From an optimization exercise on the open Yosys and OpenROAD flow, aimed at small area, a short achievable clock period and few clock cycles per item; shortcuts taken in it are not production practice.
Where RTL was checked, it was by simulation tests only, not by an equivalence proof against the original.
Function not checked in runs 1 and 4 to 6: the RTL went through the layout flow alone.

$ cat flow/config.mk
export PLATFORM = sky130hd
export DESIGN_NAME = sha256_core
export DESIGN_NICKNAME = sha256_core
export VERILOG_FILES = /design/flow/design.v
export SDC_FILE = /design/flow/constraint.sdc
export NUM_CORES = 4
export LEC_CHECK = 0
export CAP_MARGIN = 20
export CORE_MARGIN = 2
export CORE_UTILIZATION = 30
export SETUP_SLACK_MARGIN = 5
export SLEW_MARGIN = 20
$ cat flow/constraint.sdc
create_clock -name core_clock -period 9.0 [get_ports {clk}]
set_input_delay 1.8000 -clock core_clock [delete_from_list [all_inputs] [get_ports {clk}]]
set_output_delay 1.8000 -clock core_clock [all_outputs]
set_load 0.01 [all_outputs]
$ cat flow/design.v
module sha256_core (
    input  wire         clk,
    input  wire         rst,
    input  wire         start,
    input  wire         first,
    input  wire [511:0] block,
    output wire         ready,
    output reg          done,
    output reg  [255:0] digest
);
    reg [5:0]  m;                
    reg [31:0] kc;               
    always @(*) begin
        case (m)
            6'd0:  kc = 32'h428a2f98;  6'd1:  kc = 32'h71374491;
            6'd2:  kc = 32'hb5c0fbcf;  6'd3:  kc = 32'he9b5dba5;
            6'd4:  kc = 32'h3956c25b;  6'd5:  kc = 32'h59f111f1;
            6'd6:  kc = 32'h923f82a4;  6'd7:  kc = 32'hab1c5ed5;
            6'd8:  kc = 32'hd807aa98;  6'd9:  kc = 32'h12835b01;
            6'd10: kc = 32'h243185be;  6'd11: kc = 32'h550c7dc3;
            6'd12: kc = 32'h72be5d74;  6'd13: kc = 32'h80deb1fe;
            6'd14: kc = 32'h9bdc06a7;  6'd15: kc = 32'hc19bf174;
            6'd16: kc = 32'he49b69c1;  6'd17: kc = 32'hefbe4786;
            6'd18: kc = 32'h0fc19dc6;  6'd19: kc = 32'h240ca1cc;
            6'd20: kc = 32'h2de92c6f;  6'd21: kc = 32'h4a7484aa;
            6'd22: kc = 32'h5cb0a9dc;  6'd23: kc = 32'h76f988da;
            6'd24: kc = 32'h983e5152;  6'd25: kc = 32'ha831c66d;
            6'd26: kc = 32'hb00327c8;  6'd27: kc = 32'hbf597fc7;
            6'd28: kc = 32'hc6e00bf3;  6'd29: kc = 32'hd5a79147;
            6'd30: kc = 32'h06ca6351;  6'd31: kc = 32'h14292967;
            6'd32: kc = 32'h27b70a85;  6'd33: kc = 32'h2e1b2138;
            6'd34: kc = 32'h4d2c6dfc;  6'd35: kc = 32'h53380d13;
            6'd36: kc = 32'h650a7354;  6'd37: kc = 32'h766a0abb;
            6'd38: kc = 32'h81c2c92e;  6'd39: kc = 32'h92722c85;
            6'd40: kc = 32'ha2bfe8a1;  6'd41: kc = 32'ha81a664b;
            6'd42: kc = 32'hc24b8b70;  6'd43: kc = 32'hc76c51a3;
            6'd44: kc = 32'hd192e819;  6'd45: kc = 32'hd6990624;
            6'd46: kc = 32'hf40e3585;  6'd47: kc = 32'h106aa070;
            6'd48: kc = 32'h19a4c116;  6'd49: kc = 32'h1e376c08;
            6'd50: kc = 32'h2748774c;  6'd51: kc = 32'h34b0bcb5;
            6'd52: kc = 32'h391c0cb3;  6'd53: kc = 32'h4ed8aa4a;
            6'd54: kc = 32'h5b9cca4f;  6'd55: kc = 32'h682e6ff3;
            6'd56: kc = 32'h748f82ee;  6'd57: kc = 32'h78a5636f;
            6'd58: kc = 32'h84c87814;  6'd59: kc = 32'h8cc70208;
            6'd60: kc = 32'h90befffa;  6'd61: kc = 32'ha4506ceb;
            6'd62: kc = 32'hbef9a3f7;  default: kc = 32'hc67178f2;
        endcase
    end
    localparam [255:0] IV = {32'h6a09e667, 32'hbb67ae85, 32'h3c6ef372, 32'ha54ff53a,
                             32'h510e527f, 32'h9b05688c, 32'h1f83d9ab, 32'h5be0cd19};
    reg         p1, p2;          
    reg         rnd;             
    reg  [5:0]  c;               
    reg         r0, r61, r62, r63, c64, c65;
    reg         rdy;
    reg         use_iv;          
    reg         blk_iv;          
    assign ready = rdy;
    wire accept = start & rdy;
    reg [31:0]  ra, rb, rc;      
    reg [31:0]  re, rf, rg;      
    reg [31:0]  t1;              
    reg [31:0]  hkw;             
    reg [31:0]  dhkw;            
    reg [31:0]  kw;              
    reg [31:0]  kr;              
    reg [511:0] w;               
    wire [31:0] s1   = {re[5:0], re[31:6]} ^ {re[10:0], re[31:11]} ^ {re[24:0], re[31:25]};
    wire [31:0] ch   = (re & rf) ^ (~re & rg);
    wire [31:0] s0   = {ra[1:0], ra[31:2]} ^ {ra[12:0], ra[31:13]} ^ {ra[21:0], ra[31:22]};
    wire [31:0] maj  = (ra & rb) ^ (ra & rc) ^ (rb & rc);
    wire [31:0] e_nx  = dhkw + s1 + ch;
    wire [31:0] t1_nx = hkw + s1 + ch;
    wire [31:0] a_nx  = t1 + s0 + maj;
    wire [31:0] w0   = w[511:480];
    wire [31:0] w1   = w[479:448];
    wire [31:0] w9   = w[223:192];
    wire [31:0] w14  = w[63:32];
    wire [31:0] ss0  = {w1[6:0], w1[31:7]} ^ {w1[17:0], w1[31:18]} ^ (w1 >> 3);
    wire [31:0] ss1  = {w14[16:0], w14[31:17]} ^ {w14[18:0], w14[31:19]} ^ (w14 >> 10);
    wire [31:0] w_new = ss1 + w9 + ss0 + w0;
    wire [31:0] da0 = digest[255:224], da1 = digest[223:192], da2 = digest[191:160], da3 = digest[159:128];
    wire [31:0] de0 = digest[127:96],  de1 = digest[95:64],   de2 = digest[63:32],   de3 = digest[31:0];
    reg  step_e;                 
    reg  step_a;                 
    wire [31:0] iv_a = ({32{r62}} & IV[159:128]) | ({32{r63}} & IV[191:160]) |
                       ({32{c64}} & IV[223:192]) | ({32{c65}} & IV[255:224]);
    wire [31:0] iv_e = ({32{r61}} & IV[31:0])    | ({32{r62}} & IV[63:32]) |
                       ({32{r63}} & IV[95:64])   | ({32{c64}} & IV[127:96]);
    wire [31:0] sum_a = (blk_iv ? iv_a : da3) + ra;
    wire [31:0] sum_e = (blk_iv ? iv_e : de3) + re;
    wire [127:0] a_nxt = step_a ? {sum_a, da0, da1, da2} : digest[255:128];
    wire [127:0] e_nxt = step_e ? {sum_e, de0, de1, de2} : digest[127:0];
    wire [95:0] ini_e = use_iv ? IV[127:32]  : e_nxt[127:32];
    wire [31:0] ini_h = use_iv ? IV[31:0]    : e_nxt[31:0];
    wire [31:0] ini_d = use_iv ? IV[159:128] : (c64 ? da1 : da3);
    wire [95:0] ini_a = use_iv ? IV[255:160] : a_nxt[127:32];
    wire [31:0] ini_c = use_iv ? IV[191:160] : a_nxt[63:32];
    wire [31:0] h_src   = p2 ? ini_h : rg;
    wire [31:0] d_src   = p2 ? ini_d : (r0 ? ini_c : rb);
    wire [31:0] hkw_nx  = h_src + kw;
    wire [31:0] dhkw_nx = d_src + h_src + kw;
    wire [31:0] kw_nx   = (p1 ? 32'h428a2f98 : kr) + w0;
    always @(posedge clk) begin
        kr   <= kc;
        kw   <= kw_nx;
        hkw  <= hkw_nx;
        dhkw <= dhkw_nx;
        t1   <= t1_nx;
        if (p2) begin
            {re, rf, rg} <= ini_e;
        end else begin
            re <= e_nx;
            rf <= re;
            rg <= rf;
        end
        if (r0) begin
            {ra, rb, rc} <= ini_a;
        end else begin
            ra <= a_nx;
            rb <= ra;
            rc <= rb;
        end
        if (accept)
            w <= block;
        else
            w <= {w[479:0], w_new};
        digest <= {a_nxt, e_nxt};
        if (accept)
            use_iv <= first;
        if (rnd & (c == 6'd60))
            blk_iv <= use_iv;
        m <= accept ? 6'd1 : m + 6'd1;
        c <= rnd ? c + 6'd1 : 6'd0;
        if (rst) begin
            p1   <= 1'b0;
            p2   <= 1'b0;
            rnd  <= 1'b0;
            r0   <= 1'b0;
            r61  <= 1'b0;
            r62  <= 1'b0;
            r63  <= 1'b0;
            c64  <= 1'b0;
            c65  <= 1'b0;
            done <= 1'b0;
            rdy  <= 1'b1;
            step_e <= 1'b0;
            step_a <= 1'b0;
        end else begin
            p1   <= accept;
            p2   <= p1;
            r0   <= p2;
            rnd  <= p2 | (rnd & ~r63);
            r61  <= rnd & (c == 6'd60);
            r62  <= r61;
            r63  <= r62;
            c64  <= r63;
            c65  <= c64;
            done <= c65;
            step_e <= (rnd & (c == 6'd60)) | r61 | r62 | r63;
            step_a <= r61 | r62 | r63 | c64;
            rdy  <= ~(accept | p1 | ((p2 | (rnd & ~r63)) & ~r61));
        end
    end
endmodule
$ cat flow/flow/run.sh
#!/bin/bash
# The standard layout, with the port buffers made of the smallest buffer cell.
set -euo pipefail
bash standard.sh "BUFFER_PORTS_ARGS=-buffer_cell sky130_fd_sc_hd__buf_1" finish > standard_flow.log 2>&1
$ cat flow/standard.sh
#!/bin/bash
# synth_recipe.tcl (not shown) runs the flow's synth.tcl, then flattens the netlist and writes it again
# the make line also repeats each setting of config.mk as NAME=value (left out here)
make -C /OpenROAD-flow-scripts/flow DESIGN_CONFIG=/design/flow/config.mk WORK_HOME=/design/flow/orfs CLKGATE_MAP_FILE= SYNTH_SCRIPT=/design/flow/synth_recipe.tcl "${@:-finish}"
==> impl_metrics.yaml, run 1 <==
synthesis:
  synth_seq_cells: 1147
  synthCells: 7140
  ys.flop_type: "dfxtp_1"
  synth_fa_ha_area_frac: 0.125
  yosysUniqueCellTypes: 94
  synth_compound_area_frac: 0.149
  synthMuxAreaShare: 0.0516
  netlist_area_um2: 60900
  yosys_warnings: 1
  avgSynthCellArea_um2: 8.53
  synth_nets: 8144
  ys_seq_area_frac: 0.382
  synth_xor_area_frac: 0.0717
  synth_top_family_by_area: "simple AND/OR/NAND/NOR gates"
  synth_edf_count: 34
  async_flop_share: 0
  synthSimpleGateAreaFrac: 0.161
clock_tree:
  cts_max_level: 4
  tritoncts: "built"
  clk_pin_slew_worst_paths_ps: 60
  root_buffer: "clkbuf_16"
  clk_latency_ps: 820
  numClockSinks: 1147
  cts_inserted_buffers: 136
  cts_buffer_depth: 3
worst_hold_path:
  min_path_type: "reg -> reg"
  hold_start: "w[278]"
critical_path:
  rrSetupSlack_ps: 4450
  worstSetupPathDepth: 20
  endpoint: "dhkw[31]"
  path_delay_family: "compound AO/OA/AOI/OAI gates"
  r2r_cells: 20
  worst_path_max_delay_cell: "or4b_4"
  timing.rr.start: "use_iv"
  arrival_ps: 5210
  cp_max_fo: 5
  rr_endpoint: "dhkw[31]"
  startpoint_type: "register"
  crit_path_max_incr_delay_ps: 510
  critPathCaptureType: "register"
  critPathRequiredTime_ps: 9670
  critPathKind: "reg -> reg"
  cp-startpoint: "use_iv"
  critPathBufInv: 6
  crit_chain: "buf_6, buf_8, nor2_4, buf_12, buf_8, buf_12, a22o_4, o2bb2ai_4, fa_2, ha_4, fa_2, a211oi_2, nor3_2, or4b_4, a31oi_4, o221ai_4, a211oi_4, buf_6, o31ai_2, xnor2_1"
job:
  drv_cap: 0
layout:
  area_delta_synth_final_pct: 24.0
  multi_input_area_um2: 36400
  seq_area_um2: 23500
  drive_above_1_share: 0.138
  final_nets: 8911
  final_cell_area_um2: 75500
  num-fill-cells: 20600
  finish.utilization: 0.374
detailed_routing:
  wl_um: 273000
  vias_per_cell: 5.11
  drt_pass1_iterations: 7
  drt_iter0_markers: 5251
  final_antenna_net_count: 0
  drc_errors: 0
  post_drt_wl_per_cell_um: 25.5
  vias: 54700
placed_design:
  dpl.hpwl_um: 213000
  numPortBuffers: 773
  place.gp.congestion: 1.05
  placed_area_um2: 66500
global_routing:
  antenna_found_initial: 31
  overflow: 0
  grt_pass1_vias: 53700
  grt_max_degree: 173
  grt_pass1_wl_um: 379000
  grt.total_usage: 0.253
floorplanning:
  die_area_um2: 207000
  start_util: 0.301
  core_um2: 202000
  die_h_um: 455
  dieWidth_um: 455
  io_pins: 774
  row_count: 165
sta:
  skew_ps: 71.4
  slew_viol_final: 0
  max_freq_mhz: 220
  setup_viol: 0
  final.min_clock_period_ps: 4550
  fin_crit_sh: 0.505
  setup_tns_ps: 0
  slew_headroom: 0.235
  final_hold_viol_count: 0
  rsz0062_at_grt: "true"
  worst_pin_slew_ps: 1140
run_status:
  status: "finished clean"
worst min path at each step:
stage,cells after the start,endpoint
final,2,w[310]
after floorplan,2,w[100]
after CTS,2,w[395]
after global placement,2,w[261]
after detailed placement,2,w[402]
after global routing,2,w[61]
worst min-delay path, cell delays in order (launching register included):
cell and delay [ps]:
dfxtp_1 300, nand2_1 40, nand2_1 50
metal layers:
layer / track usage / part of all wire / up-vias
li1: - / - / 25200
met1: 0.301 / 0.39 / 26200
met2: 0.429 / 0.47 / 2588
met3: 0.0387 / 0.066 / 666
met4: 0.153 / 0.072 / 30
met5: 0 / 0.00073 / -
flip-flops by register name, summed over array words and instances (netlist names), 6 cells and up:
register and count:
w 512, digest 256, dhkw 32, hkw 32, kr 32, kw 32, ra 32, rb 32
rc 32, re 32, rf 32, rg 32, t1 32, c 6, m 6
final cells by class:
cell class / count / area share
Clock buffer: 186 / 0.0514
Inverter: 609 / 0.0308
Timing Repair Buffer: 969 / 0.0675
Timing Repair inverter: 1 / 0.000116
Multi-Input combinational cell: 5043 / 0.482
Antenna cell: 15 / 0.000497
Tap cell: 2672 / 0.0443
Sequential cell: 1147 / 0.311
Clock inverter: 59 / 0.0119
synthesized netlist by cell type, drive strengths merged, types with 42 or more instances:
cell    count  area share
fa        194       0.064
mux2      215       0.040
nor3       45      0.0038
xor2      172       0.025
nand2    1713        0.11
mux2i      52      0.0085
dfxtp    1113        0.37
ha        294       0.060
o21ai     311       0.026
a21o      142       0.017
nand2b     42      0.0043
a31oi      48      0.0049
nor2      316       0.019
nor2b      59      0.0061
nand3      70      0.0057
xnor2     327       0.047
a22o       66      0.0095
a21oi     351       0.029
clkbuf    317       0.020
o22a       95       0.014
inv       606       0.037
placed cells by master, fill, tap and decap left out, types with 58 or more instances in the layout:
cell,netlist,routed
ha_1,294,264
dfxtp_1,1113,1023
nor2_1,316,305
o21ai_0,292,269
buf_1,25,773
xor2_1,172,149
nand3_1,70,63
fa_1,194,189
a21oi_1,350,315
inv_1,606,588
clkbuf_16,0,145
a22o_1,66,61
xnor2_1,327,276
buf_4,0,134
nor2b_1,59,58
nand2_1,1713,1705
a21o_1,142,141
mux2_2,214,209
o22a_1,95,95
cells by family (layout without fill, tap and decap cells):
logic type                 after synthesis  count (layout)
muxes                                  276             276
buffers and inverters                  952            1824
and+or+nand+nor                       2398            2400
AOI/OAI and AO/OA                     1375            1375
DFF                                   1147            1147
adders and majority gates              493             493
other                                    0              15
xor gates and xnor gates               499             499
what timing repair did:
item	4_1_cts	5_1_grt
pin swaps	89	131
hold buffers	0	0
resized for setup	334	284
cloned	7	8
buffers inserted	75	51
setup endpoints to repair	156	93
through the flow:
stage	setup slack, ps	hold WS, ps	instances
finish	4450	417	10700
global route	4370	426	10700
CTS	4520	415	10600
detailed placement	3460	403	10300
global placement	3500	402	10300
floorplan	4710	399	7140
==> run 2: changes to the inputs <==
--- a/flow/design.v
+++ b/flow/design.v
@@ -55,6 +55,8 @@
     reg         rdy;
     reg         use_iv;          
     reg         blk_iv;          
+    reg         sh_iv, sh_d2, sh_d3, sh_rg;
+    reg         sd_iv3, sd_iv2, sd_a1, sd_a2, sd_a3, sd_rb;
     assign ready = rdy;
     wire accept = start & rdy;
     reg [31:0]  ra, rb, rc;      
@@ -63,7 +65,6 @@
     reg [31:0]  hkw;             
     reg [31:0]  dhkw;            
     reg [31:0]  kw;              
-    reg [31:0]  kr;              
     reg [511:0] w;               
     wire [31:0] s1   = {re[5:0], re[31:6]} ^ {re[10:0], re[31:11]} ^ {re[24:0], re[31:25]};
     wire [31:0] ch   = (re & rf) ^ (~re & rg);
@@ -92,17 +93,16 @@
     wire [127:0] a_nxt = step_a ? {sum_a, da0, da1, da2} : digest[255:128];
     wire [127:0] e_nxt = step_e ? {sum_e, de0, de1, de2} : digest[127:0];
     wire [95:0] ini_e = use_iv ? IV[127:32]  : e_nxt[127:32];
-    wire [31:0] ini_h = use_iv ? IV[31:0]    : e_nxt[31:0];
-    wire [31:0] ini_d = use_iv ? IV[159:128] : (c64 ? da1 : da3);
     wire [95:0] ini_a = use_iv ? IV[255:160] : a_nxt[127:32];
-    wire [31:0] ini_c = use_iv ? IV[191:160] : a_nxt[63:32];
-    wire [31:0] h_src   = p2 ? ini_h : rg;
-    wire [31:0] d_src   = p2 ? ini_d : (r0 ? ini_c : rb);
+    wire [31:0] h_src = ({32{sh_iv}} & IV[31:0]) | ({32{sh_d2}} & de2) |
+                        ({32{sh_d3}} & de3)      | ({32{sh_rg}} & rg);
+    wire [31:0] d_src = ({32{sd_iv3}} & IV[159:128]) | ({32{sd_iv2}} & IV[191:160]) |
+                        ({32{sd_a1}} & da1) | ({32{sd_a2}} & da2) |
+                        ({32{sd_a3}} & da3) | ({32{sd_rb}} & rb);
     wire [31:0] hkw_nx  = h_src + kw;
     wire [31:0] dhkw_nx = d_src + h_src + kw;
-    wire [31:0] kw_nx   = (p1 ? 32'h428a2f98 : kr) + w0;
+    wire [31:0] kw_nx   = kc + w0;
     always @(posedge clk) begin
-        kr   <= kc;
         kw   <= kw_nx;
         hkw  <= hkw_nx;
         dhkw <= dhkw_nx;
@@ -130,7 +130,17 @@
             use_iv <= first;
         if (rnd & (c == 6'd60))
             blk_iv <= use_iv;
-        m <= accept ? 6'd1 : m + 6'd1;
+        m <= accept ? 6'd0 : m + 6'd1;
+        sh_iv  <= p1 & use_iv;
+        sh_d2  <= p1 & ~use_iv & r63;
+        sh_d3  <= p1 & ~use_iv & ~r63;
+        sh_rg  <= ~p1;
+        sd_iv3 <= p1 & use_iv;
+        sd_iv2 <= p2 & use_iv;
+        sd_a1  <= (p1 & ~use_iv & r63) | (p2 & ~use_iv & c64);
+        sd_a2  <= p2 & ~use_iv & ~c64;
+        sd_a3  <= p1 & ~use_iv & ~r63;
+        sd_rb  <= ~p1 & ~p2;
         c <= rnd ? c + 6'd1 : 6'd0;
         if (rst) begin
             p1   <= 1'b0;
==> impl_metrics.yaml, run 2 <==
layout:
  largestRegisters: "w x512, digest x256"
  mostFrequentLayoutCells: "nand2_1, dfxtp_1, buf_1, inv_1, nor2_1"
  area_delta_synth_final_pct: 24.2
  regMostFlops: "w"
  largest_reg_flops: 512
  num-fill-cells: 20700
  drive_above_1_share: 0.143
  finish.utilization: 0.375
  final_nets: 8971
  final_common_cell: "nand2_1"
synthesis:
  avgSynthCellArea_um2: 8.55
  yosysMostFrequentCell: "nand2_1"
  ys.flop_type: "dfxtp_1"
  yosysUniqueCellTypes: 96
  synth_seq_cells: 1155
  synth_edf_count: 66
  synth_top_area_frac: 0.356
  async_flop_share: 0
  synth_common_cells: "nand2_1, dfxtp_1, inv_1"
  synth_top_cell_by_area: "dfxtp_1"
  synthCells: 7157
  synth_area_leaders: "dfxtp_1, nand2_1, fa_1, ha_1, xnor2_1"
  netlist_area_um2: 61200
  synth_nets: 8161
  ys_seq_area_frac: 0.389
  yosys_warnings: 1
floorplanning:
  start_util: 0.302
  io_pins: 774
  die_h_um: 456
  dieWidth_um: 456
  die_area_um2: 208000
  core_um2: 203000
  row_count: 165
critical_path:
  crit_path_max_incr_delay_ps: 650
  cp_max_fo: 4
  critPathCaptureType: "register"
  worst_path_max_delay_cell: "fa_2"
  crit_chain: "xor2_4, xnor2_2, fa_2, inv_2, fa_1, ha_2, buf_6, a21oi_4, and4b_1, o211a_1, o21ai_2, a31o_4, o211a_4, nand2_8, a221oi_4, xor2_1, o21ai_1"
  startpoint_type: "register"
  critPathRequiredTime_ps: 9650
  cp-startpoint: "w[452]"
  timing.rr.start: "w[452]"
  rr_endpoint: "w[30]"
  r2r_cells: 17
  rrSetupSlack_ps: 4690
  arrival_ps: 4960
  critPathKind: "reg -> reg"
worst_hold_path:
  hold_end: "w[472]"
  holdPathStages: 2
  hold_start: "w[440]"
  min_path_type: "reg -> reg"
detailed_routing:
  wl_um: 276000
  final_antenna_net_count: 0
  drc_errors: 0
  vias: 55000
  drt_pass1_iterations: 8
  drt_iter0_markers: 4387
  vias_per_cell: 5.11
  post_drt_wl_per_cell_um: 25.6
clock_tree:
  numClockSinks: 1155
  cts_max_level: 4
  cts_inserted_buffers: 138
  tritoncts: "built"
  clk_pin_slew_worst_paths_ps: 60
  ctsHoldBuffers: 0
  root_buffer: "clkbuf_16"
  clk_latency_ps: 790
  cts_buffer_depth: 3
sta:
  layout_setup_ws_ps: 4690
  rsz0062_at_grt: "true"
  skew_ps: 32.1
  setup_tns_ps: 0
  slew_headroom: 0.254
  final.min_clock_period_ps: 4310
  final_hold_viol_count: 0
  setup_viol: 0
  worst_pin_slew_ps: 1120
  fin_crit_sh: 0.479
  slew_viol_final: 0
  max_freq_mhz: 232
run_status:
  status: "finished clean"
global_routing:
  grt_pass1_wl_um: 385000
  overflow: 0
  grt_max_degree: 222
  grt.total_usage: 0.255
  grt_pass1_vias: 54400
  antenna_found_initial: 11
placed_design:
  dpl.hpwl_um: 213000
  place.gp.congestion: 0.976
  numPortBuffers: 773
  dp_slack_ps: 3170
job:
  drv_cap: 0
-- run 2: cell types whose count changed after synthesis, moves of 18 or more --
cell / before / now
a22o_1: 66 / 46
dfxtp_1: 1113 / 1089
o21ai_0: 292 / 321
mux2_2: 214 / 184
edfxtp_1: 34 / 66
a222oi_1: 0 / 26
a221oi_1: 8 / 30
or2_2: 27 / 7
o22ai_1: 30 / 7
a211oi_1: 29 / 47
-- run 2: layout make-up --
type | count | area [µm²] | share of cell area
inverter | 624 | 2370 | 0.0312
tap | 2672 | 3340 | 0.0440
antenna | 7 | 17.5 | 0.000231
clock inverter | 57 | 737 | 0.00970
sequential | 1155 | 24000 | 0.316
timing repair buffer | 1016 | 5180 | 0.0682
multi-input combinational | 5030 | 36400 | 0.479
timing repair inverter | 2 | 17.5 | 0.000231
clock buffer | 190 | 3920 | 0.0516
-- run 2: per-layer routing --
| layer | track usage | wire, µm | up-vias |
|---|---|---|---|
| li1 | - | - | 25400 |
| met1 | 0.289 | 104000 | 26700 |
| met2 | 0.439 | 133000 | 2208 |
| met3 | 0.0420 | 16800 | 596 |
| met4 | 0.171 | 22100 | 8 |
| met5 | 0 | 53 | - |
-- run 2: worst max-delay path: cells and delay by family (launching register included) --
family          cells  cell delay, ps
buf+inv             2             170
fa+ha+maj           3            1310
compound gates      7            1360
flops               1             390
xor+xnor            3             620
simple gates        2             300
-- run 2: worst max-delay path by stage --
stage | to | slack (ps) | depth (start not counted)
after floorplan | kc[27] | 4990 | 9
after global routing | w[31] | 4610 | 17
after detailed placement | kc[13] | 3170 | 8
after CTS | w[30] | 4670 | 16
final | w[30] | 4690 | 17
after global placement | kc[0] | 3190 | 11
-- run 2: per-stage QoR --
step           cells  area, µm²  hold slack [ps]
6_report       10800      76000              399
5_1_grt        10700      76000              411
4_1_cts        10700      74300              403
3_5_place_dp   10300      66800              405
3_3_place_gp   10300      66700              402
2_1_floorplan   7157      61200              394
-- run 2: what timing repair did --
item | in CTS | in global routing
gates resized for setup | 432 | 258
buffers inserted | 110 | 54
gates cloned | 9 | 1
pin swaps | 161 | 178
endpoints found under the setup margin | 343 | 86
-- run 2: cells by family after synthesis --
logic type,share of synthesized area
AND/OR/NAND/NOR,0.161
XOR/XNOR,0.0701
AO/OA/AOI/OAI,0.156
adder cells (fa/ha/maj),0.124
multiplexers,0.0401
buffers and inverters,0.0598
flip-flops,0.389
Testbench counts of run 2, summed over its fixed seeds: cycles 83,232, items 1,280.
==> run 3: changes to the inputs <==
--- a/flow/config.mk
+++ b/flow/config.mk
@@ -7,6 +7,8 @@
 export LEC_CHECK = 0
 export CAP_MARGIN = 20
 export CORE_MARGIN = 2
-export CORE_UTILIZATION = 30
+export CORE_UTILIZATION = 50
+export CTS_BUF_LIST = sky130_fd_sc_hd__clkbuf_8
+export CTS_CLUSTER_SIZE = 20
 export SETUP_SLACK_MARGIN = 5
 export SLEW_MARGIN = 20
==> impl_metrics.yaml, run 3 <==
floorplanning:
  io_pins: 774
  die_h_um: 354
  core_um2: 122000
  row_count: 128
  die_area_um2: 125000
  start_util: 0.503
  dieWidth_um: 354
clock_tree:
  cts_inserted_buffers: 191
  root_buffer: "clkbuf_8"
  tritoncts: "built"
  numClockSinks: 1155
  ctsHoldBuffers: 0
  clk_latency_ps: 920
  cts_buffer_depth: 3
  cts_max_level: 4
  clk_pin_slew_worst_paths_ps: 60
layout:
  final_common_cell: "nand2_1"
  num-fill-cells: 11200
  final_nets: 8972
  regMostFlops: "w"
  stdcell_count: 9759
  mostFrequentLayoutCells: "nand2_1, dfxtp_1, buf_1, inv_1, a21oi_1"
  area_delta_synth_final_pct: 19.2
  largestRegisters: "w x512, digest x256"
  drive_above_1_share: 0.133
  largest_reg_flops: 512
  final_cell_area_um2: 73000
synthesis:
  ys_seq_area_frac: 0.389
  async_flop_share: 0
  synth_top_cell_by_area: "dfxtp_1"
  yosys_warnings: 1
  synth_seq_cells: 1155
  netlist_area_um2: 61200
  synthCells: 7157
  synth_area_leaders: "dfxtp_1, nand2_1, fa_1, ha_1, xnor2_1"
  ys.flop_type: "dfxtp_1"
  synth_common_cells: "nand2_1, dfxtp_1, inv_1"
  synth_top_area_frac: 0.356
  synth_edf_count: 66
  synth_nets: 8161
  yosysMostFrequentCell: "nand2_1"
  avgSynthCellArea_um2: 8.55
  yosysUniqueCellTypes: 96
run_status:
  status: "finished clean"
critical_path:
  critPathCaptureType: "register"
  cp_max_fo: 3
  startpoint_type: "register"
  critPathKind: "reg -> reg"
  critPathRequiredTime_ps: 9780
  arrival_ps: 4930
  crit_path_max_incr_delay_ps: 530
  crit_chain: "xor2_2, xnor2_1, fa_1, fa_1, inv_2, ha_4, a21o_1, a21o_1, a2111o_1, o21ai_2, a31o_4, o211a_4, nand2_4, a221oi_2, xor2_1, o21ai_1"
  worst_path_max_delay_cell: "fa_1"
  critPathBufInv: 1
  path_delay_family: "compound AO/OA/AOI/OAI gates"
worst_hold_path:
  min_path_type: "reg -> reg"
global_routing:
  overflow: 0
  antenna_found_initial: 17
  grt_pass1_wl_um: 345000
  grt.total_usage: 0.376
  grt_pass1_vias: 52300
  grt_max_degree: 234
detailed_routing:
  vias_per_cell: 5.60
  drt_iter0_markers: 5304
  final_antenna_net_count: 0
  drt_pass1_iterations: 6
  post_drt_wl_per_cell_um: 25.2
  vias: 54700
  drc_errors: 0
  wl_um: 246000
sta:
  rsz0062_at_grt: "true"
  setup_tns_ps: 0
  hold_slack_ps: 414
  fin_crit_sh: 0.461
  slew_headroom: 0.194
  final_hold_viol_count: 0
  max_freq_mhz: 241
  setup_viol: 0
  worst_pin_slew_ps: 1210
  skew_ps: 42.6
  slew_viol_final: 0
  final.min_clock_period_ps: 4150
placed_design:
  place.gp.congestion: 0.996
  dpl.hpwl_um: 189000
  dpl.cell_count: 9273
  numPortBuffers: 773
  placed_area_um2: 65400
job:
  drv_cap: 0
run 3: timing repair:
item / in CTS / in global routing
gates resized for setup: 325 / 256
setup buffers: 56 / 63
gates cloned: 3 / 5
endpoints found under the hold margin: 0 / 0
pin swaps: 96 / 155
endpoints found under the setup margin: 243 / 168
run 3: path summary, 6_finish.rpt:
| kind | start | end | slack (ps) | cells past startpoint |
|---|---|---|---|---|
| setup / recovery | w[462] | w[30] | 4850 | 16 |
| hold / removal | w[421] | w[453] | 410 | 2 |
| setup reg to reg | w[462] | w[30] | 4850 | 16 |
| hold reg to reg | w[421] | w[453] | 410 | 2 |
run 3: final cells by class:
type	count	area, µm²	area share
diodes	13	32.5	0.000446
clock buffers	233	3210	0.0439
clock inverters	113	732	0.0100
inverters	624	2370	0.0324
multi-input cells	5030	35900	0.492
flip-flops and latches	1155	24000	0.329
well taps	1625	2030	0.0279
repair buffers	966	4740	0.0650
run 3: per-layer routing:
layer	wire, µm	up-vias	GRT usage
li1	-	25500	-
met1	93300	26100	0.445
met2	117000	2479	0.631
met3	16600	645	0.0558
met4	19800	8	0.257
met5	50	-	0
run 3: tightest hold or removal path, cell delays in order, from the launching register on:
cell     delay [ps]
dfxtp_1         300
nand2_1          50
nand2_1          40
run 3: kinds of logic after synthesis:
kind of cell	after synthesis	share of synthesized area
muxes	221	0.0401
adders and majority gates	493	0.124
AOI/OAI and AO/OA	1429	0.156
and+or+nand+nor	2395	0.161
xor gates and xnor gates	490	0.0701
DFF	1155	0.389
buffers and inverters	974	0.0598
run 3: through the flow:
step,utilization,worst slack (ps)
6_report,0.600,4850
5_1_grt,0.600,4700
4_1_cts,0.585,4840
3_5_place_dp,0.538,3260
3_3_place_gp,0.538,3350
2_1_floorplan,-,4990
==> run 4: changes to the inputs <==
--- a/flow/design.v
+++ b/flow/design.v
@@ -66,6 +66,7 @@
     reg [31:0]  dhkw;            
     reg [31:0]  kw;              
     reg [511:0] w;               
+    reg [31:0]  wc;              
     wire [31:0] s1   = {re[5:0], re[31:6]} ^ {re[10:0], re[31:11]} ^ {re[24:0], re[31:25]};
     wire [31:0] ch   = (re & rf) ^ (~re & rg);
     wire [31:0] s0   = {ra[1:0], ra[31:2]} ^ {ra[12:0], ra[31:13]} ^ {ra[21:0], ra[31:22]};
@@ -79,7 +80,11 @@
     wire [31:0] w14  = w[63:32];
     wire [31:0] ss0  = {w1[6:0], w1[31:7]} ^ {w1[17:0], w1[31:18]} ^ (w1 >> 3);
     wire [31:0] ss1  = {w14[16:0], w14[31:17]} ^ {w14[18:0], w14[31:19]} ^ (w14 >> 10);
-    wire [31:0] w_new = ss1 + w9 + ss0 + w0;
+    wire [31:0] q_s  = ss1 ^ w9 ^ ss0;
+    wire [31:0] q_c  = {(ss1[30:0] & w9[30:0]) | (ss1[30:0] & ss0[30:0]) | (w9[30:0] & ss0[30:0]), 1'b0};
+    wire [31:0] n_s  = q_s ^ q_c ^ w0;
+    wire [31:0] n_c  = {(q_s[30:0] & q_c[30:0]) | (q_s[30:0] & w0[30:0]) | (q_c[30:0] & w0[30:0]), 1'b0};
+    wire [31:0] w15  = w[31:0] + wc;
     wire [31:0] da0 = digest[255:224], da1 = digest[223:192], da2 = digest[191:160], da3 = digest[159:128];
     wire [31:0] de0 = digest[127:96],  de1 = digest[95:64],   de2 = digest[63:32],   de3 = digest[31:0];
     reg  step_e;                 
@@ -121,10 +126,13 @@
             rb <= ra;
             rc <= rb;
         end
-        if (accept)
-            w <= block;
-        else
-            w <= {w[479:0], w_new};
+        if (accept) begin
+            w  <= block;
+            wc <= 32'd0;
+        end else begin
+            w  <= {w[479:32], w15, n_s};
+            wc <= n_c;
+        end
         digest <= {a_nxt, e_nxt};
         if (accept)
             use_iv <= first;
==> impl_metrics.yaml, run 4 <==
run_status:
  status: "finished clean"
detailed_routing:
  final_antenna_net_count: 0
  drt_iter0_markers: 4948
  post_drt_wl_per_cell_um: 25.8
  vias: 54300
  wl_um: 249000
  drt_pass1_iterations: 9
  drc_errors: 0
  vias_per_cell: 5.62
synthesis:
  synthMuxAreaShare: 0.0390
  synth_edf_count: 66
  synth_seq_cells: 1186
  synth_top_cell_by_area: "dfxtp_1"
  netlist_area_um2: 61200
  yosysUniqueCellTypes: 94
  avgSynthCellArea_um2: 8.69
  synth_xor_area_frac: 0.0718
  synthCells: 7043
  synth_nets: 8047
  synth_fa_ha_area_frac: 0.124
  synthSimpleGateAreaFrac: 0.162
  yosys_warnings: 1
  ys_seq_area_frac: 0.399
  synth_compound_area_frac: 0.151
  synth_area_leaders: "dfxtp_1, nand2_1, fa_1, ha_1, xnor2_1"
  synth_common_cells: "nand2_1, dfxtp_1, inv_1"
  synth_top_area_frac: 0.366
  yosysMostFrequentCell: "nand2_1"
  async_flop_share: 0
  ys.flop_type: "dfxtp_1"
  synth_top_family_by_area: "simple AND/OR/NAND/NOR gates"
floorplanning:
  die_h_um: 354
  start_util: 0.504
  row_count: 128
  die_area_um2: 125000
  io_pins: 774
  dieWidth_um: 354
  core_um2: 122000
sta:
  skew_ps: 64.9
  rsz0062_at_grt: "true"
  fin_crit_sh: 0.475
  slew_viol_final: 0
  max_freq_mhz: 234
  worst_pin_slew_ps: 1160
  setup_viol: 0
  final_hold_viol_count: 0
  setup_tns_ps: 0
  hold_slack_ps: 414
  final.min_clock_period_ps: 4280
  slew_headroom: 0.229
job:
  drv_cap: 0
clock_tree:
  ctsHoldBuffers: 0
  cts_buffer_depth: 3
  clk_latency_ps: 990
  tritoncts: "built"
  cts_inserted_buffers: 198
  clk_pin_slew_worst_paths_ps: 70
  cts_max_level: 4
  root_buffer: "clkbuf_8"
  numClockSinks: 1186
layout:
  drive_above_1_share: 0.128
  area_delta_synth_final_pct: 19.6
  largest_reg_flops: 512
  regMostFlops: "w"
  final_common_cell: "nand2_1"
  final_cell_area_um2: 73200
  mostFrequentLayoutCells: "nand2_1, dfxtp_1, buf_1, inv_1, xnor2_1"
  final_nets: 8875
  stdcell_count: 9668
  largestRegisters: "w x512, digest x256"
critical_path:
  cp-startpoint: "sd_a3"
  critPathKind: "reg -> reg"
  critPathCaptureType: "register"
  critPathRequiredTime_ps: 9860
  startpoint_type: "register"
  timing.rr.start: "sd_a3"
  arrival_ps: 5140
  cp_max_fo: 9
placed_design:
  place.gp.congestion: 1.00
  dpl.hpwl_um: 189000
  placed_area_um2: 65400
  numPortBuffers: 773
  dpl.cell_count: 9153
global_routing:
  grt.total_usage: 0.385
  antenna_found_initial: 20
  grt_pass1_wl_um: 353000
  overflow: 0
  grt_pass1_vias: 53300
  grt_max_degree: 239
worst_hold_path:
  min_path_type: "reg -> reg"
  hold_start: "w[421]"
## run 4: kinds of logic (layout without fill, tap and decap cells)
group | count (synthesis) | count (layout)
and+or+nand+nor | 2431 | 2431
buffers and inverters | 855 | 1843
adders and majority gates | 491 | 491
other | 0 | 12
xor gates and xnor gates | 502 | 502
DFF | 1186 | 1186
muxes | 216 | 216
AOI/OAI and AO/OA | 1362 | 1362
## run 4: worst paths after layout
| kind | endpoint | cells past startpoint | slack [ps] |
|---|---|---|---|
| worst max-delay path | dhkw[29] | 18 | 4720 |
| worst min-delay path | w[453] | 2 | 410 |
| worst max register to register | dhkw[29] | 18 | 4720 |
| worst min register to register | w[453] | 2 | 410 |
## run 4: per-layer routing
| metal | track usage | vias to the layer above | share of wire | wire (µm) |
|---|---|---|---|---|
| met2 | 0.649 | 2354 | 0.48 | 120000 |
| met4 | 0.304 | 8 | 0.092 | 22900 |
| met5 | 0 | - | 0.00022 | 54 |
| li1 | - | 25200 | - | - |
| met3 | 0.0639 | 725 | 0.063 | 15700 |
| met1 | 0.432 | 26000 | 0.37 | 91000 |
## run 4: timing repair
action / 4_1_cts / 5_1_grt
resized for setup: 306 / 202
setup endpoints to repair: 146 / 172
pin swaps: 75 / 102
gates cloned: 8 / 1
buffers inserted: 82 / 52
## run 4: layout make-up
class                           count  area [µm²]
Fill cell                       11100       48300
Multi-Input combinational cell   5002       35600
Sequential cell                  1186       24600
Timing Repair Buffer              987        5020
Clock buffer                      234        3220
Tap cell                         1625        2030
Inverter                          496        1880
Clock inverter                    126         868
Antenna cell                       12        30.0
## run 4: worst max-delay path, stage by stage, from the launching register on
cell and delay (ps):
dfxtp_4 370, buf_16 160, buf_12 140, a22oi_1 210
nand2_1 300, fa_1 550, ha_4 200, fa_2 380
a21oi_4 150, o22ai_2 110, o22a_1 200, a41o_1 280
and2_4 150, a41o_4 230, a211oi_4 270, buf_4 170
nor4b_2 50, mux2i_1 170, nand2_1 60
## run 4: stage by stage
step | util | setup WS, ps
after CTS | 0.590 | 4860
after floorplan | - | 5000
after global routing | 0.602 | 4700
final | 0.602 | 4720
after global placement | 0.538 | 3860
after detailed placement | 0.538 | 3800
==> run 5: changes to the inputs <==
--- a/flow/config.mk
+++ b/flow/config.mk
@@ -7,7 +7,7 @@
 export LEC_CHECK = 0
 export CAP_MARGIN = 20
 export CORE_MARGIN = 2
-export CORE_UTILIZATION = 50
+export CORE_UTILIZATION = 65
 export CTS_BUF_LIST = sky130_fd_sc_hd__clkbuf_8
 export CTS_CLUSTER_SIZE = 20
 export SETUP_SLACK_MARGIN = 5
==> impl_metrics.yaml, run 5 <==
run_status:
  status: "finished clean"
synthesis:
  synthMuxAreaShare: 0.0390
  synth_seq_cells: 1186
  synthCells: 7043
  avgSynthCellArea_um2: 8.69
  synth_top_family_by_area: "simple AND/OR/NAND/NOR gates"
  yosysMostFrequentCell: "nand2_1"
  netlist_area_um2: 61200
  synth_nets: 8047
  synthSimpleGateAreaFrac: 0.162
  synth_compound_area_frac: 0.151
  synth_fa_ha_area_frac: 0.124
  ys_seq_area_frac: 0.399
  synth_area_leaders: "dfxtp_1, nand2_1, fa_1, ha_1, xnor2_1"
  synth_top_area_frac: 0.366
  synth_top_cell_by_area: "dfxtp_1"
  ys.flop_type: "dfxtp_1"
  synth_common_cells: "nand2_1, dfxtp_1, inv_1"
  synth_xor_area_frac: 0.0718
  yosys_warnings: 1
  yosysUniqueCellTypes: 94
  synth_edf_count: 66
  async_flop_share: 0
floorplanning:
  io_pins: 774
  dieWidth_um: 311
  die_h_um: 311
  core_um2: 93300
  die_area_um2: 96600
  row_count: 112
  start_util: 0.656
detailed_routing:
  drt_iter0_markers: 7151
  vias_per_cell: 6.24
  drt_pass1_iterations: 7
  vias: 57900
  wl_um: 243000
  drc_errors: 0
  final_antenna_net_count: 0
  post_drt_wl_per_cell_um: 26.2
sta:
  fin_crit_sh: 0.470
  setup_viol: 0
  worst_pin_slew_ps: 1130
  rsz0062_at_grt: "true"
  max_freq_mhz: 236
  skew_ps: 45.4
  final_hold_viol_count: 0
  final.min_clock_period_ps: 4230
  slew_headroom: 0.248
  setup_tns_ps: 0
  slew_viol_final: 0
placed_design:
  numPortBuffers: 773
  dpl.cell_count: 8763
  placed_area_um2: 64800
  place.gp.congestion: 1.04
  dpl.hpwl_um: 174000
critical_path:
  startpoint_type: "register"
  critPathKind: "reg -> reg"
  cp_max_fo: 7
  rrSetupSlack_ps: 4770
  crit_path_max_incr_delay_ps: 520
  arrival_ps: 5010
  critPathRequiredTime_ps: 9780
  critPathCaptureType: "register"
  worst_path_max_delay_cell: "fa_1"
  crit_chain: "xor2_1, xnor2_2, fa_1, inv_1, ha_2, a21oi_1, nor2_1, a311oi_4, a2111oi_4, buf_4, o31ai_4, a21oi_4, o41ai_4, mux2i_1, nor3_2, a21o_1"
global_routing:
  grt.total_usage: 0.469
  grt_max_degree: 222
  grt_pass1_wl_um: 340000
  antenna_found_initial: 28
  grt_pass1_vias: 55600
  overflow: 0
clock_tree:
  clk_pin_slew_worst_paths_ps: 80
  tritoncts: "built"
  clk_latency_ps: 910
  ctsHoldBuffers: 0
  root_buffer: "clkbuf_8"
  cts_buffer_depth: 3
  cts_max_level: 4
  cts_inserted_buffers: 189
  numClockSinks: 1186
worst_hold_path:
  min_path_type: "reg -> reg"
layout:
  drive_above_1_share: 0.126
  largest_reg_flops: 512
  mostFrequentLayoutCells: "nand2_1, dfxtp_1, buf_1, inv_1, xnor2_1"
  final_cell_area_um2: 72100
  final_nets: 8855
  largestRegisters: "w x512, digest x256"
  final_common_cell: "nand2_1"
  area_delta_synth_final_pct: 17.7
  regMostFlops: "w"
  stdcell_count: 9284
job:
  drv_cap: 0
[run 5: cell counts after synthesis]
Identical to the previous run, type by type.
[run 5: per-layer routing]
| layer | wire length, µm | part of all wire | up-vias | track usage |
|---|---|---|---|---|
| li1 | - | - | 25200 | - |
| met1 | 79700 | 0.33 | 27000 | 0.512 |
| met2 | 109000 | 0.45 | 4235 | 0.749 |
| met3 | 24500 | 0.10 | 1443 | 0.0986 |
| met4 | 30300 | 0.12 | 6 | 0.472 |
| met5 | 41 | 0.00017 | - | 0 |
[run 5: worst max-delay path, delay by kind of cell, from the launching register on]
kind                     cells  cell delay [ps]
AND/OR/NAND/NOR              2              180
multiplexers                 1              260
buffers and inverters        2              270
flip-flops                   1              440
XOR/XNOR                     2              430
adder cells (fa/ha/maj)      2              850
AO/OA/AOI/OAI                7             1660
[run 5: metrics by stage]
stage | setup slack [ps] | utilization | hold WS, ps
global route | 4610 | 0.772 | 429
detailed placement | 3460 | 0.694 | 404
CTS | 4850 | 0.753 | 407
finish | 4770 | 0.772 | 399
floorplan | 5000 | - | 394
global placement | 3200 | 0.694 | 401
[run 5: cell type report]
class / instances / area (µm²)
Antenna cell: 27 / 67.6
Fill cell: 6375 / 21300
Inverter: 496 / 1900
Tap cell: 1254 / 1570
Sequential cell: 1186 / 24600
Clock inverter: 122 / 787
Multi-Input combinational cell: 5003 / 35300
Timing Repair Buffer: 974 / 4800
Timing Repair inverter: 1 / 11.3
Clock buffer: 221 / 3040
[run 5: repair_timing]
action | in CTS | in global routing
endpoints found under the setup margin | 298 | 126
resized for setup | 228 | 236
cloned | 5 | 2
pin swaps | 75 | 104
buffers inserted | 66 | 77
[run 5: final timing paths]
check | from | cells past startpoint | end
max | ra[7] | 16 | ra[31]
max reg2reg | ra[7] | 16 | ra[31]
min | w[374] | 2 | w[406]
min reg2reg | w[374] | 2 | w[406]
[run 5: kinds of logic after synthesis]
family / count (synthesis)
compound gates: 1362
simple gates: 2431
flops: 1186
buf+inv: 855
fa+ha+maj: 491
xor+xnor: 502
mux: 216
==> run 6: changes to the inputs <==
--- a/flow/design.v
+++ b/flow/design.v
@@ -56,7 +56,7 @@
     reg         use_iv;          
     reg         blk_iv;          
     reg         sh_iv, sh_d2, sh_d3, sh_rg;
-    reg         sd_iv3, sd_iv2, sd_a1, sd_a2, sd_a3, sd_rb;
+    reg         sd_iv3, sd_a1, sd_a3, sd_rb;
     assign ready = rdy;
     wire accept = start & rdy;
     reg [31:0]  ra, rb, rc;      
@@ -99,14 +99,14 @@
     wire [127:0] e_nxt = step_e ? {sum_e, de0, de1, de2} : digest[127:0];
     wire [95:0] ini_e = use_iv ? IV[127:32]  : e_nxt[127:32];
     wire [95:0] ini_a = use_iv ? IV[255:160] : a_nxt[127:32];
+    wire [31:0] ini_c2 = use_iv ? IV[191:160] : (c64 ? da0 : da2);      
     wire [31:0] h_src = ({32{sh_iv}} & IV[31:0]) | ({32{sh_d2}} & de2) |
                         ({32{sh_d3}} & de3)      | ({32{sh_rg}} & rg);
-    wire [31:0] d_src = ({32{sd_iv3}} & IV[159:128]) | ({32{sd_iv2}} & IV[191:160]) |
-                        ({32{sd_a1}} & da1) | ({32{sd_a2}} & da2) |
-                        ({32{sd_a3}} & da3) | ({32{sd_rb}} & rb);
+    wire [31:0] d_src = ({32{sd_iv3}} & IV[159:128]) | ({32{sd_a1}} & da1) |
+                        ({32{sd_a3}} & da3)          | ({32{sd_rb}} & rb);
     wire [31:0] hkw_nx  = h_src + kw;
     wire [31:0] dhkw_nx = d_src + h_src + kw;
-    wire [31:0] kw_nx   = kc + w0;
+    wire [31:0] kw_nx   = (p1 ? 32'h428a2f98 : kc) + w0;      
     always @(posedge clk) begin
         kw   <= kw_nx;
         hkw  <= hkw_nx;
@@ -123,7 +123,7 @@
             {ra, rb, rc} <= ini_a;
         end else begin
             ra <= a_nx;
-            rb <= ra;
+            rb <= p2 ? ini_c2 : ra;
             rc <= rb;
         end
         if (accept) begin
@@ -138,17 +138,15 @@
             use_iv <= first;
         if (rnd & (c == 6'd60))
             blk_iv <= use_iv;
-        m <= accept ? 6'd0 : m + 6'd1;
+        m <= p1 ? 6'd1 : m + 6'd1;
         sh_iv  <= p1 & use_iv;
         sh_d2  <= p1 & ~use_iv & r63;
         sh_d3  <= p1 & ~use_iv & ~r63;
         sh_rg  <= ~p1;
         sd_iv3 <= p1 & use_iv;
-        sd_iv2 <= p2 & use_iv;
-        sd_a1  <= (p1 & ~use_iv & r63) | (p2 & ~use_iv & c64);
-        sd_a2  <= p2 & ~use_iv & ~c64;
+        sd_a1  <= p1 & ~use_iv & r63;
         sd_a3  <= p1 & ~use_iv & ~r63;
-        sd_rb  <= ~p1 & ~p2;
+        sd_rb  <= ~p1;
         c <= rnd ? c + 6'd1 : 6'd0;
         if (rst) begin
             p1   <= 1'b0;
--- a/flow/config.mk
+++ b/flow/config.mk
@@ -7,7 +7,7 @@
 export LEC_CHECK = 0
 export CAP_MARGIN = 20
 export CORE_MARGIN = 2
-export CORE_UTILIZATION = 65
+export CORE_UTILIZATION = 50
 export CTS_BUF_LIST = sky130_fd_sc_hd__clkbuf_8
 export CTS_CLUSTER_SIZE = 20
 export SETUP_SLACK_MARGIN = 5
==> impl_metrics.yaml, run 6 <==
clock_tree:
  clk_latency_ps: 950
  cts_inserted_buffers: 197
  ctsHoldBuffers: 0
  clk_pin_slew_worst_paths_ps: 60
  tritoncts: "built"
  cts_max_level: 4
  cts_buffer_depth: 3
  numClockSinks: 1182
  root_buffer: "clkbuf_8"
placed_design:
  dpl.cell_count: 9248
  place.gp.congestion: 1.02
  dpl.hpwl_um: 190000
  numPortBuffers: 773
  placed_area_um2: 66100
synthesis:
  avgSynthCellArea_um2: 8.67
  synth_edf_count: 66
  synth_area_leaders: "dfxtp_1, nand2_1, fa_1, ha_1, xnor2_1"
  synth_common_cells: "nand2_1, dfxtp_1, inv_1"
  async_flop_share: 0
  ys.flop_type: "dfxtp_1"
  synth_top_area_frac: 0.360
  synth_seq_cells: 1182
  netlist_area_um2: 62000
  synth_top_cell_by_area: "dfxtp_1"
  yosys_warnings: 1
  synthCells: 7157
  ys_seq_area_frac: 0.392
  yosysMostFrequentCell: "nand2_1"
  synth_nets: 8163
  yosysUniqueCellTypes: 102
worst_hold_path:
  min_path_type: "reg -> reg"
floorplanning:
  start_util: 0.502
  die_area_um2: 127000
  io_pins: 774
  dieWidth_um: 356
  row_count: 129
  die_h_um: 356
  core_um2: 123000
layout:
  final_cell_area_um2: 73100
  stdcell_count: 9738
  largestRegisters: "w x512, digest x256"
  regMostFlops: "w"
  final_common_cell: "nand2_1"
  largest_reg_flops: 512
  area_delta_synth_final_pct: 17.8
  final_nets: 8939
  drive_above_1_share: 0.123
  mostFrequentLayoutCells: "nand2_1, dfxtp_1, buf_1, inv_1, xnor2_1"
sta:
  setup_viol: 0
  final_hold_viol_count: 0
  slew_headroom: 0.188
  worst_pin_slew_ps: 1220
  final.min_clock_period_ps: 4140
  max_freq_mhz: 242
  fin_crit_sh: 0.460
  skew_ps: 38.5
  rsz0062_at_grt: "true"
  hold_slack_ps: 413
  slew_viol_final: 0
  setup_tns_ps: 0
critical_path:
  timing.rr.start: "sd_a3"
  critPathKind: "reg -> reg"
  startpoint_type: "register"
  r2r_cells: 16
  rrSetupSlack_ps: 4860
  cp_max_fo: 11
  cp-startpoint: "sd_a3"
  critPathCaptureType: "register"
  endpoint: "dhkw[30]"
  arrival_ps: 4940
  critPathRequiredTime_ps: 9800
  rr_endpoint: "dhkw[30]"
global_routing:
  grt_pass1_vias: 53300
  met1_usage: 0.423
  grt_max_degree: 254
  grt_pass1_wl_um: 352000
  overflow: 0
  grt_use_met3: 0.0720
  antenna_found_initial: 13
  grt.total_usage: 0.380
  top_usage_layer: "met2"
  met2_usage: 0.645
detailed_routing:
  drt_pass1_iterations: 10
  vias: 54800
  final_antenna_net_count: 0
  wl_um: 250000
  vias_per_cell: 5.63
  drc_errors: 0
  drt_iter0_markers: 5284
  post_drt_wl_per_cell_um: 25.7
run_status:
  status: "finished clean"
job:
  drv_cap: 0
==> run 6: worst max-delay path: stages (launching register included) <==
cell and delay, ps:
dfxtp_4 420, buf_16 190, a22o_1 250, a211oi_4 230
fa_1 460, inv_1 70, ha_2 310, o21ai_2 180
nor2_2 70, o31a_1 290, a31o_2 290, a221o_1 380
a31oi_4 210, o21ai_4 100, a211oi_4 270, o41ai_1 120
xor2_1 140
==> run 6: worst min path at each step <==
stage | startpoint | endpoint | slack, ps | cells past startpoint
after floorplan | w[68] | w[100] | 400 | 2
after global placement | w[104] | w[136] | 400 | 2
after CTS | w[134] | w[166] | 410 | 2
final | w[134] | w[166] | 410 | 2
after global routing | w[103] | w[135] | 420 | 2
after detailed placement | w[161] | w[193] | 400 | 2
==> run 6: layer usage <==
metal,vias up,share of wire
met5,-,0.00014
met4,6,0.088
li1,25500,-
met1,26100,0.37
met3,731,0.068
met2,2382,0.48
==> run 6: repair_timing <==
item,CTS,global route
pin swaps,44,81
buffers inserted,43,72
cloned,5,3
setup endpoints to repair,123,66
resized for setup,206,178
==> run 6: cell type report <==
type	instances	area, µm²
fill	11300	50400
timing repair buffer	950	4630
antenna	9	22.5
inverter	482	1820
clock buffer	235	3230
tap	1637	2050
sequential	1182	24500
clock inverter	123	908
multi-input combinational	5120	35900
==> run 6: metrics by stage <==
step,worst slack (ps),utilization
floorplan,5000,-
global placement,3920,0.535
detailed placement,4030,0.535
CTS,4930,0.580
global route,4780,0.592
finish,4860,0.592
==> run 6: cells by family after synthesis <==
group / Yosys count / share of synthesized area
simple gates: 2474 / 0.164
compound gates: 1393 / 0.152
flops: 1182 / 0.392
buf+inv: 855 / 0.0519
xor+xnor: 512 / 0.0723
fa+ha+maj: 493 / 0.123
mux: 248 / 0.0442
==> run 7: changes to the inputs <==
--- a/flow/design.v
+++ b/flow/design.v
@@ -55,8 +55,11 @@
     reg         rdy;
     reg         use_iv;          
     reg         blk_iv;          
-    reg         sh_iv, sh_d2, sh_d3, sh_rg;
-    reg         sd_iv3, sd_a1, sd_a3, sd_rb;
+    reg         sd_iv3, sd_a1, sd_a3, sd_rb;    
+    reg         g61, g62, g63, g64, g65;        
+    reg         ide, ida;                       
+    reg         q_iv, q_sum, q_d0, q_nx;        
+    reg         u_iv, u_sum, u_d0, u_nx;        
     assign ready = rdy;
     wire accept = start & rdy;
     reg [31:0]  ra, rb, rc;      
@@ -89,44 +92,39 @@
     wire [31:0] de0 = digest[127:96],  de1 = digest[95:64],   de2 = digest[63:32],   de3 = digest[31:0];
     reg  step_e;                 
     reg  step_a;                 
-    wire [31:0] iv_a = ({32{r62}} & IV[159:128]) | ({32{r63}} & IV[191:160]) |
-                       ({32{c64}} & IV[223:192]) | ({32{c65}} & IV[255:224]);
-    wire [31:0] iv_e = ({32{r61}} & IV[31:0])    | ({32{r62}} & IV[63:32]) |
-                       ({32{r63}} & IV[95:64])   | ({32{c64}} & IV[127:96]);
-    wire [31:0] sum_a = (blk_iv ? iv_a : da3) + ra;
-    wire [31:0] sum_e = (blk_iv ? iv_e : de3) + re;
+    wire [31:0] h_a = ({32{g62}} & IV[159:128]) | ({32{g63}} & IV[191:160]) |
+                      ({32{g64}} & IV[223:192]) | ({32{g65}} & IV[255:224]) |
+                      ({32{ida}} & da3);
+    wire [31:0] h_e = ({32{g61}} & IV[31:0])    | ({32{g62}} & IV[63:32]) |
+                      ({32{g63}} & IV[95:64])   | ({32{g64}} & IV[127:96]) |
+                      ({32{ide}} & de3);
+    wire [31:0] sum_a = h_a + ra;
+    wire [31:0] sum_e = h_e + re;
     wire [127:0] a_nxt = step_a ? {sum_a, da0, da1, da2} : digest[255:128];
     wire [127:0] e_nxt = step_e ? {sum_e, de0, de1, de2} : digest[127:0];
     wire [95:0] ini_e = use_iv ? IV[127:32]  : e_nxt[127:32];
     wire [95:0] ini_a = use_iv ? IV[255:160] : a_nxt[127:32];
     wire [31:0] ini_c2 = use_iv ? IV[191:160] : (c64 ? da0 : da2);      
-    wire [31:0] h_src = ({32{sh_iv}} & IV[31:0]) | ({32{sh_d2}} & de2) |
-                        ({32{sh_d3}} & de3)      | ({32{sh_rg}} & rg);
+    wire [31:0] ini_g7 = use_iv ? IV[31:0]    : (r63 ? de1 : de3);      
     wire [31:0] d_src = ({32{sd_iv3}} & IV[159:128]) | ({32{sd_a1}} & da1) |
                         ({32{sd_a3}} & da3)          | ({32{sd_rb}} & rb);
-    wire [31:0] hkw_nx  = h_src + kw;
-    wire [31:0] dhkw_nx = d_src + h_src + kw;
+    wire [31:0] hkw_nx  = rg + kw;
+    wire [31:0] dhkw_nx = d_src + rg + kw;
     wire [31:0] kw_nx   = (p1 ? 32'h428a2f98 : kc) + w0;      
     always @(posedge clk) begin
         kw   <= kw_nx;
         hkw  <= hkw_nx;
         dhkw <= dhkw_nx;
         t1   <= t1_nx;
-        if (p2) begin
-            {re, rf, rg} <= ini_e;
-        end else begin
-            re <= e_nx;
-            rf <= re;
-            rg <= rf;
-        end
-        if (r0) begin
-            {ra, rb, rc} <= ini_a;
-        end else begin
-            ra <= a_nx;
-            rb <= p2 ? ini_c2 : ra;
-            rc <= rb;
-        end
-        if (accept) begin
+        re <= ({32{q_iv}} & IV[127:96]) | ({32{q_sum}} & sum_e) |
+              ({32{q_d0}} & de0)        | ({32{q_nx}} & e_nx);
+        rf <= p2 ? ini_e[63:32] : re;
+        rg <= p2 ? ini_e[31:0] : (p1 ? ini_g7 : rf);
+        ra <= ({32{u_iv}} & IV[255:224]) | ({32{u_sum}} & sum_a) |
+              ({32{u_d0}} & da0)         | ({32{u_nx}} & a_nx);
+        rb <= r0 ? ini_a[63:32] : (p2 ? ini_c2 : ra);
+        rc <= r0 ? ini_a[31:0] : rb;
+        if (rdy) begin
             w  <= block;
             wc <= 32'd0;
         end else begin
@@ -139,14 +137,25 @@
         if (rnd & (c == 6'd60))
             blk_iv <= use_iv;
         m <= p1 ? 6'd1 : m + 6'd1;
-        sh_iv  <= p1 & use_iv;
-        sh_d2  <= p1 & ~use_iv & r63;
-        sh_d3  <= p1 & ~use_iv & ~r63;
-        sh_rg  <= ~p1;
         sd_iv3 <= p1 & use_iv;
         sd_a1  <= p1 & ~use_iv & r63;
         sd_a3  <= p1 & ~use_iv & ~r63;
         sd_rb  <= ~p1;
+        g61    <= rnd & (c == 6'd60) & use_iv;
+        g62    <= r61 & blk_iv;
+        g63    <= r62 & blk_iv;
+        g64    <= r63 & blk_iv;
+        g65    <= c64 & blk_iv;
+        ide    <= ~((rnd & (c == 6'd60) & use_iv) | ((r61 | r62 | r63) & blk_iv));
+        ida    <= ~((r61 | r62 | r63 | c64) & blk_iv);
+        q_iv   <= p1 & use_iv;
+        q_sum  <= p1 & ~use_iv & r63;
+        q_d0   <= p1 & ~use_iv & ~r63;
+        q_nx   <= ~p1;
+        u_iv   <= p2 & use_iv;
+        u_sum  <= p2 & ~use_iv & c64;
+        u_d0   <= p2 & ~use_iv & ~c64;
+        u_nx   <= ~p2;
         c <= rnd ? c + 6'd1 : 6'd0;
         if (rst) begin
             p1   <= 1'b0;
==> impl_metrics.yaml, run 7 <==
synthesis:
  synth_common_cells: "dfxtp_1, mux2_2, nand2_1"
  avgSynthCellArea_um2: 10.2
  synth_nets: 7089
  synth_top_cell_by_area: "dfxtp_1"
  synth_top_area_frac: 0.343
  synth_area_leaders: "dfxtp_1, mux2_2, edfxtp_1, fa_1, ha_1"
  synth_edf_count: 130
  synth_seq_cells: 1193
  yosysMostFrequentCell: "dfxtp_1"
  ys.flop_type: "dfxtp_1"
  yosysUniqueCellTypes: 87
  netlist_area_um2: 62000
  ys_seq_area_frac: 0.406
  async_flop_share: 0
  synthCells: 6082
  yosys_warnings: 1
worst_hold_path:
  min_path_type: "reg -> reg"
critical_path:
  path_delay_family: "compound AO/OA/AOI/OAI gates"
  crit_chain: "xor2_2, xnor2_2, fa_1, inv_1, ha_1, nor3_1, nor3b_1, o211ai_1, o211ai_1, o211ai_1, o31a_1, o221ai_4, a31oi_2, xnor2_1, a221o_1"
  critPathCaptureType: "register"
  critPathKind: "reg -> reg"
  critPathBufInv: 1
  arrival_ps: 4920
  critPathRequiredTime_ps: 9820
  worst_path_max_delay_cell: "fa_1"
  crit_path_max_incr_delay_ps: 460
  cp_max_fo: 7
  startpoint_type: "register"
  path_common_cell: "o211ai_1"
sta:
  rsz0062_at_grt: "true"
  setup_tns_ps: 0
  fin_crit_sh: 0.456
  final.min_clock_period_ps: 4100
  worst_pin_slew_ps: 1180
  max_freq_mhz: 244
  skew_ps: 63.1
  final_hold_viol_count: 0
  setup_viol: 0
  slew_headroom: 0.211
  slew_viol_final: 0
clock_tree:
  clk_latency_ps: 960
  cts_max_level: 4
  root_buffer: "clkbuf_8"
  clk_pin_slew_worst_paths_ps: 60
  tritoncts: "built"
  cts_buffer_depth: 3
  ctsHoldBuffers: 0
  cts_inserted_buffers: 202
  numClockSinks: 1193
layout:
  final_common_cell: "dfxtp_1"
  largest_reg_flops: 512
  drive_above_1_share: 0.189
  num-fill-cells: 11000
  multi_input_area_um2: 35200
  mostFrequentLayoutCells: "dfxtp_1, buf_1, mux2_2, inv_1, nand2_1"
  largestRegisters: "w x512, digest x256"
  finish.utilization: 0.585
  area_delta_synth_final_pct: 16.5
  seq_area_um2: 25400
  final_nets: 7861
  regMostFlops: "w"
floorplanning:
  start_util: 0.502
  core_um2: 123000
  row_count: 129
  dieWidth_um: 356
  die_h_um: 356
  io_pins: 774
  die_area_um2: 127000
placed_design:
  numPortBuffers: 773
  place.gp.congestion: 1.03
  dpl.hpwl_um: 201000
global_routing:
  grt_pass1_vias: 49500
  grt_max_degree: 202
  grt.total_usage: 0.389
  antenna_found_initial: 29
  overflow: 0
  grt_pass1_wl_um: 354000
detailed_routing:
  vias_per_cell: 5.86
  post_drt_wl_per_cell_um: 29.3
  vias: 50800
  final_antenna_net_count: 0
  drt_pass1_iterations: 8
  drt_iter0_markers: 5189
  drc_errors: 0
  wl_um: 254000
run_status:
  status: "finished clean"
job:
  drv_cap: 0
==> run 7: cell count changes in the layout (fill, tap and decap cells not counted), moves of 32 or more <==
cell	previous run	this run
nor2_1	318	269
inv_1	534	459
nand2_1	1731	412
a221oi_1	7	50
mux2_2	192	626
buf_4	147	99
dfxtp_1	1050	981
nor2b_1	45	85
edfxtp_1	66	130
a22o_1	64	32
==> run 7: kinds of logic (layout without fill, tap and decap cells) <==
logic type | count (synthesis) | in the layout | synth area share
xor+xnor | 508 | 508 | 0.0718
compound gates | 1392 | 1392 | 0.151
simple gates | 1090 | 1090 | 0.0808
flops | 1193 | 1193 | 0.406
fa+ha+maj | 493 | 493 | 0.123
mux | 684 | 684 | 0.123
other cells | 0 | 14 | 0
buf+inv | 722 | 1659 | 0.0438
==> run 7: final cells by class <==
type	instances	area share
sequential	1193	0.352
antenna	14	0.000485
clock buffer	243	0.0463
multi-input combinational	4167	0.487
tap	1637	0.0284
clock inverter	126	0.0111
inverter	403	0.0211
timing repair buffer	887	0.0534
==> run 7: worst reg2reg max path, delay by kind of cell (launching register included) <==
family / cells / cell delay (ps)
AO/OA/AOI/OAI: 7 / 1810
XOR/XNOR: 3 / 600
adder cells (fa/ha/maj): 2 / 770
buffers and inverters: 1 / 80
flip-flops: 1 / 400
AND/OR/NAND/NOR: 2 / 350
==> run 7: worst paths after layout <==
path          from      to  slack [ps]  cells after the start
max reg2reg  ra[8]  ra[27]        4900                     15
min            c65    done         440                      1
max          ra[8]  ra[27]        4900                     15
min reg2reg    c65    done         440                      1
==> run 7: layer usage <==
metal	global-route usage	wire length [µm]	vias up
li1	-	-	22900
met1	0.464	95400	24600
met2	0.633	118000	2559
met3	0.0845	20700	655
met4	0.254	19100	26
met5	0	175	-
==> run 7: stage by stage <==
step | cells | setup slack [ps] | cell area, µm² | hold slack, ps
floorplan | 6082 | 5040 | 62000 | 414
global placement | 8229 | 4100 | 66200 | 425
detailed placement | 8229 | 4060 | 66200 | 436
CTS | 8625 | 4980 | 71200 | 447
global route | 8663 | 4820 | 72200 | 451
finish | 8670 | 4900 | 72200 | 442
==> run 7: timing repair <==
action	CTS	global route
buffers inserted	27	30
resized for setup	179	165
endpoints found under the setup margin	92	73
hold endpoints to repair	0	0
gates cloned	0	1
pin swaps	34	63
Testbench counts of run 7, summed over its fixed seeds: cycles 83,232, items 1,280.

[port drivers added, routing unchanged]
In the flow no input, the clock included, has a driving cell. The finished layouts below were timed again as built, in two steps. Step 1 assumes that a clkbuf_16 drives the clock port and a buf_2 every other input. Step 2, shift: input delay + t, output delay - t, t = (earliest + latest rising clock arrival at the registers) / 2. This alone moves slack from input paths to output paths. Three values: ideal, step 1, step 2; two values: the first two.
run | t, ns | setup slack, ns | clock arrival spread, ns | worst data-port slew with drivers (ns)
run 1 | 0.860 | 4.454 / 4.454 / 4.454 | 0.074 / 0.074 | 0.17
run 2 | 0.857 | 4.688 / 4.688 / 4.261 | 0.035 / 0.035 | 0.11
run 3 | 0.985 | 4.852 / 4.852 / 4.133 | 0.048 / 0.048 | 0.16
run 4 | 1.041 | 4.722 / 4.722 / 4.151 | 0.066 / 0.066 | 0.14
run 5 | 0.949 | 4.767 / 4.767 / 4.124 | 0.052 / 0.052 | 0.12
run 6 | 1.018 | 4.864 / 4.864 / 4.386 | 0.039 / 0.039 | 0.12
run 7 | 1.011 | 4.899 / 4.899 / 4.899 | 0.066 / 0.066 | 0.16
After both steps setup and hold are still met in every run listed. The setup slack of run 3, which loses most, moves by 0.000 ns with the drivers and by -0.719 ns with both steps.
